Context: an optimization exercise on an open-source flow, tuned for small area. The choices shown serve that exercise and are no tape-out recipe. Only simulation tests tie the RTL to the original design; equivalence was not proved. Power is estimated from default activity; no workload was simulated.

==> design.v <==
module gea_engine (
    input  wire        clk,
    input  wire        rst,           
    input  wire        cmd_valid,
    output wire        cmd_ready,
    input  wire [7:0]  cmd_op,
    input  wire [63:0] cmd_key,
    input  wire [31:0] cmd_iv,
    input  wire [31:0] cmd_arg,
    output wire        out_valid,
    input  wire        out_ready,
    output wire [31:0] out_data,
    output wire [1:0]  out_status,
    output wire        out_last
);
    localparam [7:0] OP_NEW1   = 8'h01;
    localparam [7:0] OP_NEW2   = 8'h02;
    localparam [7:0] OP_GEN    = 8'h03;
    localparam [7:0] OP_COMB   = 8'h04;
    localparam [7:0] OP_RDSEED = 8'h05;
    localparam [1:0] ST_OK       = 2'd0;
    localparam [1:0] ST_BADARG   = 2'd1;
    localparam [1:0] ST_BADSTATE = 2'd2;
    localparam [1:0] ST_BADCMD   = 2'd3;
    localparam [127:0] F_TABLE = 128'hfc1d2b0681aca94809e2de35f5b4dd9c;
    localparam [30:0] TM_A = 31'h1dd89b8d;
    localparam [31:0] TM_B = 32'h71c0f045;
    localparam [32:0] TM_C = 33'h50e6fa24;
    localparam [28:0] TM_D = 29'h0a59abf9;
    localparam [8:0] LAST_INIT1 = 9'd224;
    localparam [8:0] LAST_INIT2 = 9'd290;
    localparam [2:0] S_IDLE = 3'd0;
    localparam [2:0] S_INIT = 3'd1;
    localparam [2:0] S_SEED = 3'd2;
    localparam [2:0] S_FIX  = 3'd3;
    localparam [2:0] S_GEN  = 3'd4;
    localparam [2:0] S_RDS  = 3'd5;
    function f7;
        input [6:0] x;
        begin
            f7 = F_TABLE[x];
        end
    endfunction
    reg [2:0]  state;
    reg        phase;        
    reg        var2;         
    reg [96:0] ireg;         
    reg [30:0] ra;
    reg [31:0] rb;
    reg [32:0] rc;
    reg [28:0] rd;
    reg [96:0] mat;          
    reg [8:0]  cnt;          
    reg [31:0] remaining;    
    reg [4:0]  bitpos;       
    reg [31:0] acc;          
    reg [1:0]  widx;         
    reg        ov;
    reg [31:0] od;
    reg [1:0]  os;
    reg        ol;
    assign out_valid  = ov;
    assign out_data   = od;
    assign out_status = os;
    assign out_last   = ol;
    assign cmd_ready = (state == S_IDLE) && !ov;
    wire cmd_fire = cmd_valid && cmd_ready;
    wire out_free = !ov || out_ready;
    wire s_fb = f7({ireg[63], ireg[55], ireg[42], ireg[38], ireg[22], ireg[12], ireg[3]});
    wire w_fb = f7({ireg[96], ireg[83], ireg[63], ireg[57], ireg[33], ireg[18], ireg[4]});
    wire s_in = ireg[0] ^ s_fb ^ mat[0];
    wire w_in = ireg[0] ^ w_fb ^ mat[0];
    wire za = f7({ra[7],  ra[2],  ra[25], ra[21], ra[13], ra[0],  ra[22]});
    wire zb = f7({rb[5],  rb[21], rb[29], rb[1],  rb[0],  rb[27], rb[12]});
    wire zc = f7({rc[4],  rc[0],  rc[19], rc[3],  rc[32], rc[30], rc[10]});
    wire zd = f7({rd[17], rd[27], rd[10], rd[0],  rd[3],  rd[23], rd[12]});
    wire z  = za ^ zb ^ zc ^ (var2 & zd);
    wire ext_a = var2 ? ireg[16] : ireg[0];
    wire ext_b = var2 ? ireg[33] : ireg[16];
    wire ext_c = var2 ? ireg[51] : ireg[32];
    wire ext_d = ireg[0];
    wire seeding = (state == S_SEED);
    wire r0a = ra[0] ^ (seeding & ext_a);
    wire r0b = rb[0] ^ (seeding & ext_b);
    wire r0c = rc[0] ^ (seeding & ext_c);
    wire r0d = rd[0] ^ (seeding & ext_d);
    wire [30:0] ra_clk = {r0a, ra[30:1]} ^ ({31{r0a}} & TM_A);
    wire [31:0] rb_clk = {r0b, rb[31:1]} ^ ({32{r0b}} & TM_B);
    wire [32:0] rc_clk = {r0c, rc[32:1]} ^ ({33{r0c}} & TM_C);
    wire [28:0] rd_clk = {r0d, rd[28:1]} ^ ({29{r0d}} & TM_D);
    reg [127:0] seed_num;
    integer k;
    always @(*) begin
        seed_num = 128'd0;
        for (k = 0; k < 97; k = k + 1) begin
            if (var2)
                seed_num[k] = ireg[96 - k];
            else if (k < 64)
                seed_num[k] = ireg[63 - k];
        end
    end
    wire [31:0] acc_next = acc | ({31'd0, z} << bitpos);
    wire gen_step = (state == S_GEN) && out_free;
    wire [1:0] rds_last_idx = var2 ? 2'd3 : 2'd1;
    always @(posedge clk) begin
        if (rst) begin
            state <= S_IDLE;
            phase <= 1'b0;
            var2  <= 1'b0;
            ireg  <= 97'd0;
            ra    <= 31'd0;
            rb    <= 32'd0;
            rc    <= 33'd0;
            rd    <= 29'd0;
            ov    <= 1'b0;
        end else begin
            if (ov && out_ready)
                ov <= 1'b0;
            case (state)
            S_IDLE: begin
                if (cmd_fire) begin
                    case (cmd_op)
                    OP_NEW1, OP_NEW2: begin
                        if (cmd_arg[7:1] != 7'd0) begin
                            ov <= 1'b1; od <= 32'd0; os <= ST_BADARG; ol <= 1'b1;
                        end else begin
                            var2  <= (cmd_op == OP_NEW2);
                            mat   <= {cmd_key, cmd_arg[0], cmd_iv};
                            ireg  <= 97'd0;
                            cnt   <= 9'd0;
                            state <= S_INIT;
                        end
                    end
                    OP_GEN: begin
                        if (!phase) begin
                            ov <= 1'b1; od <= 32'd0; os <= ST_BADSTATE; ol <= 1'b1;
                        end else if (cmd_arg == 32'd0) begin
                            ov <= 1'b1; od <= 32'd0; os <= ST_OK; ol <= 1'b1;
                        end else begin
                            remaining <= cmd_arg;
                            bitpos    <= 5'd0;
                            acc       <= 32'd0;
                            state     <= S_GEN;
                        end
                    end
                    OP_COMB: begin
                        ov <= 1'b1; ol <= 1'b1;
                        if (cmd_arg[7]) begin
                            od <= 32'd0; os <= ST_BADARG;
                        end else begin
                            od <= {31'd0, f7(cmd_arg[6:0])}; os <= ST_OK;
                        end
                    end
                    OP_RDSEED: begin
                        if (!phase) begin
                            ov <= 1'b1; od <= 32'd0; os <= ST_BADSTATE; ol <= 1'b1;
                        end else begin
                            widx  <= 2'd0;
                            state <= S_RDS;
                        end
                    end
                    default: begin
                        ov <= 1'b1; od <= 32'd0; os <= ST_BADCMD; ol <= 1'b1;
                    end
                    endcase
                end
            end
            S_INIT: begin
                mat <= {1'b0, mat[96:1]};
                if (var2)
                    ireg <= {w_in, ireg[96:1]};
                else
                    ireg <= {33'd0, s_in, ireg[63:1]};
                cnt <= cnt + 9'd1;
                if (cnt == (var2 ? LAST_INIT2 : LAST_INIT1)) begin
                    cnt   <= 9'd0;
                    ra    <= 31'd0;
                    rb    <= 32'd0;
                    rc    <= 33'd0;
                    rd    <= 29'd0;
                    state <= S_SEED;
                end
            end
            S_SEED: begin
                if (var2)
                    ireg <= {ireg[0], ireg[96:1]};
                else
                    ireg <= {33'd0, ireg[0], ireg[63:1]};
                ra <= ra_clk;
                rb <= rb_clk;
                rc <= rc_clk;
                if (var2)
                    rd <= rd_clk;
                cnt <= cnt + 9'd1;
                if (cnt == (var2 ? 9'd96 : 9'd63))
                    state <= S_FIX;
            end
            S_FIX: begin
                if (ra == 31'd0) ra[0] <= 1'b1;
                if (rb == 32'd0) rb[0] <= 1'b1;
                if (rc == 33'd0) rc[0] <= 1'b1;
                if (var2 && rd == 29'd0) rd[0] <= 1'b1;
                phase <= 1'b1;
                ov <= 1'b1; od <= 32'd0; os <= ST_OK; ol <= 1'b1;
                state <= S_IDLE;
            end
            S_GEN: begin
                if (gen_step) begin
                    ra <= ra_clk;
                    rb <= rb_clk;
                    rc <= rc_clk;
                    if (var2)
                        rd <= rd_clk;
                    remaining <= remaining - 32'd1;
                    if (bitpos == 5'd31 || remaining == 32'd1) begin
                        ov <= 1'b1;
                        od <= acc_next;
                        os <= ST_OK;
                        ol <= (remaining == 32'd1);
                        acc <= 32'd0;
                        bitpos <= 5'd0;
                        if (remaining == 32'd1)
                            state <= S_IDLE;
                    end else begin
                        acc <= acc_next;
                        bitpos <= bitpos + 5'd1;
                    end
                end
            end
            S_RDS: begin
                if (out_free) begin
                    ov <= 1'b1;
                    od <= seed_num[widx*32 +: 32];
                    os <= ST_OK;
                    ol <= (widx == rds_last_idx);
                    widx <= widx + 2'd1;
                    if (widx == rds_last_idx)
                        state <= S_IDLE;
                end
            end
            default: state <= S_IDLE;
            endcase
        end
    end
endmodule
==> run.sh <==
#!/bin/bash
# synth_recipe.tcl (not shown) runs the flow's synth.tcl, then flattens the netlist and writes it again
# the make line also repeats each setting of config.mk as NAME=value (left out here)
make -C /OpenROAD-flow-scripts/flow DESIGN_CONFIG=/design/flow/config.mk WORK_HOME=/design/flow/orfs CLKGATE_MAP_FILE= SYNTH_SCRIPT=/design/flow/synth_recipe.tcl finish
==> config.mk <==
export PLATFORM = sky130hd
export DESIGN_NAME = gea_engine
export DESIGN_NICKNAME = gea_engine
export VERILOG_FILES = /design/flow/design.v
export SDC_FILE = /design/flow/constraint.sdc
export NUM_CORES = 4
export LEC_CHECK = 0
export CAP_MARGIN = 20
export CORE_MARGIN = 2
export CORE_UTILIZATION = 40
export PLACE_DENSITY = 0.6
export SLEW_MARGIN = 20
==> constraint.sdc <==
create_clock -name core_clock -period 5.0 [get_ports {clk}]
set_input_delay 1.0000 -clock core_clock [delete_from_list [all_inputs] [get_ports {clk}]]
set_output_delay 1.0000 -clock core_clock [all_outputs]
set_load 0.01 [all_outputs]
==> summary.txt <==
status no timing/DRC/antenna violations; busiest grt layer met2; CP Data Arrival Time 4.27 ns; CTS tree done; top-count cell post-synth nand2_1; setup bufs post-CTS 0; GR Util met2 0.292; crit path capture od[12]$_DFFE_PP_; die extent in x 239 µm; Pleak 9.13 nW; Mapped Area 22,000 µm²; CP startpoint ra[0]$_SDFFE_PP0P_; row cnt 86; Root Driver clkbuf_16; die height 239 µm; ratio of final minimum period to clock period 0.773; Hold Crit Depth 2; Netlist cell types 72; Post-synth EDFFs 212; top post-synthesis cells by area edfxtp_1 (29%), dfxtp_1 (21%), a22oi_1 (8.3%); Post-DRT Antenna Nets 0; Final nets 2,537; Top Ports 177; Total GRT Usage 0.182; grt ovf 0; minimum clock period 3.86 ns; Core Region 54,800 µm²; Initial Util 0.402; worst IR drop on VDD 0.333 mV; final WL 53,400 µm; Synth warnings 1; largest net degree at the start of global routing 102; top-area cell type share of the netlist area 0.289; Fill cells 5,066; Slew headroom 0.282; Final Max Slew Viols 0; Post-Place Worst Slack 0.562 ns; met3 usage 0.0316; I/O Buffers 176; endpoints failing setup 0; Pwr Total 0.00979 W; post-CTS resize count 0; Max FO, Critical Path 32; Mapped Cells 2,276; routed via count 17,400; reg2reg path depth 10; vias per std cell 5.63; syn_nets 2,465; Final HPWL DP 34,800 µm; FF-to-FF End od[12]$_DFFE_PP_; PwrDens 377 nW/µm²; total CTS buffers 50; max-cap violations 0; # hold bufs at CTS 0; Final WS setup 1.14 ns; Fmax achieved 259 MHz; antenna cell count 0; vias in the first global route 16,600; Worst Skew 0.0356 ns; internal reg-to-reg setup slack 1.14 ns; H-tree lvl count 2; Avg WL per Cell 17.3 µm; startpoint types flip-flop; fraction of registers with async set/reset 0; final hold vios 0; clock latency on the worst-skew pair 0.60 ns; CP Capture Type flip-flop; hold crit path type reg2reg; DIE AREA 57,000 µm²; clock transition at the registers of the reported paths 0.06 ns; Slew @ Worst Pin 1.07 ns; share of cells above drive strength 1 0.0808; antenna violations before repair 1; # clock sinks 440; gpl congestion 0.822; register area share after synthesis 0.496; GR Layer Usage met1 0.251; DR iter-0 viols 1,382; WP data required 5.41 ns; area of the multi-input gates 10,300 µm²; first-pass GRT wire length 85,700 µm; synth cell count leaders nand2_1 (366), nor2_1 (332), a22oi_1 (243); post-route DRC violation count 0; leading area contributor after synthesis edfxtp_1; hold_ws 0.500 ns; critical path class reg2reg; area grow syn2layout 17.8%; register bit total from synthesis 440; R2R Path Start ra[0]$_SDFFE_PP0P_; RSZ-0062 raised after global routing false; register area 10,900 µm²; drt pass-1 iters 5; CTS max path bufs 3; Avg Cell Area, Syn 9.68 µm²; Post-synth top flop dfxtp_1
area by class of cell:
cell class,count,share of cell area
Clock buffer,72,0.0565
Clock inverter,20,0.00732
Inverter,38,0.00549
Multi-Input combinational cell,1611,0.397
Sequential cell,440,0.421
Tap cell,704,0.0339
Timing Repair Buffer,207,0.0783
logic make-up (layout without fill, tap and decap cells):
family	Yosys count	after routing	share of synthesized area
buffers and inverters	225	337	0.0404
XOR/XNOR	111	111	0.0451
AO/OA/AOI/OAI	480	480	0.151
adder cells (fa/ha/maj)	49	49	0.0278
AND/OR/NAND/NOR	899	899	0.178
multiplexers	72	72	0.0619
flip-flops	440	440	0.496
metrics by stage:
step | instances | setup TNS [ns] | area, µm² | util
after CTS | 3092 | 0 | 26000 | 0.474
after global placement | 3000 | 0 | 24300 | 0.444
after floorplan | 2276 | -70.27 | 22100 | -
after global routing | 3092 | 0 | 26000 | 0.474
after detailed placement | 3000 | 0 | 24300 | 0.444
final | 3092 | 0 | 26000 | 0.474
layer usage:
metal / up-vias / part of all wire / wire [µm]
met1: 8489 / 0.46 / 24400
met5: - / 0 / 0
li1: 8354 / - / -
met3: 78 / 0.057 / 3060
met2: 485 / 0.47 / 24900
met4: 0 / 0.019 / 1040
report_power, final:
part | switching [W] | internal (W)
sequential | 0.000144 | 0.00407
combinational | 0.00119 | 0.000691
clock | 0.00150 | 0.00219
registers in the layout, indices dropped and copies added, names as in the netlist:
signal / flops
acc: 32
bitpos: 5
cnt: 9
ireg: 97
mat: 97
od: 32
ol: 1
os: 2
ov: 1
phase: 1
ra: 31
rb: 32
rc: 33
rd: 29
remaining: 32
state: 3
var2: 1
widx: 2
how the worst min path moves through the flow:
stage                                  to  slack, ns             startpoint
finish                  mat[33]$_DFFE_PP_       0.50      mat[34]$_DFFE_PP_
global placement        mat[56]$_DFFE_PP_       0.49      mat[57]$_DFFE_PP_
floorplan           ireg[96]$_SDFFE_PP0P_       0.47  ireg[96]$_SDFFE_PP0P_
global route            mat[57]$_DFFE_PP_       0.53      mat[58]$_DFFE_PP_
CTS                   ra[13]$_SDFFE_PP0P_       0.50    ra[14]$_SDFFE_PP0P_
detailed placement      mat[29]$_DFFE_PP_       0.50      mat[30]$_DFFE_PP_
cell usage in the layout, fill, tap and decap left out, types with 6 or more instances in the layout:
master	instances
nand2_1	363
nor2_1	330
a22oi_1	243
dfxtp_1	227
edfxtp_1	212
clkdlybuf4s50_1	175
xnor2_1	81
o21ai_0	59
clkbuf_16	53
mux4_2	51
ha_1	49
a31oi_1	44
inv_1	38
nor4_1	37
o22ai_1	33
a21oi_1	31
nor3_1	28
buf_4	28
xor2_1	25
nand3_1	18
nand2b_1	17
mux2i_1	16
nor2b_1	16
or3_1	14
o211ai_1	13
nand4_1	12
clkbuf_1	12
a211oi_1	10
clkinv_2	9
nor3b_1	7
clkbuf_8	7
nand3b_1	6
and2_1	6
clkinv_1	6
critical path, cell delays in order (launching register included):
cell	delay (ns)
dfxtp_1	0.67
inv_1	0.21
ha_1	0.40
inv_1	0.05
mux4_2	0.44
mux2_2	0.29
nand3b_1	0.08
nand4_1	0.20
xnor3_2	0.81
a31oi_1	0.21
o22ai_1	0.29

-- re-timing with driven ports --
The results above use ideal ports. As a check the final layout listed here was re-extracted and re-timed, cells and wires unchanged. Step 1: set_driving_cell puts a clkbuf_16 on clk and a buf_2 on each other input, an assumption about the parent block. Step 2 also shifts input and output timing later by t, the mid clock arrival at the registers, as if the neighbouring blocks saw the same clock. Three values: no drivers, after step 1, after step 2; two values: the first two.
t, ns: 0.643
slack for setup (ns): 1.137 / 1.137 / 0.530
worst hold slack (ns): 0.500 / 0.500 / 0.500
latest minus earliest clock arrival (ns): 0.037 / 0.037
worst data-port slew with drivers (ns): 0.08
After both steps this run still meets setup and hold. For this run, drivers alone change the setup slack by 0.000 ns; drivers and shift together by -0.607 ns.
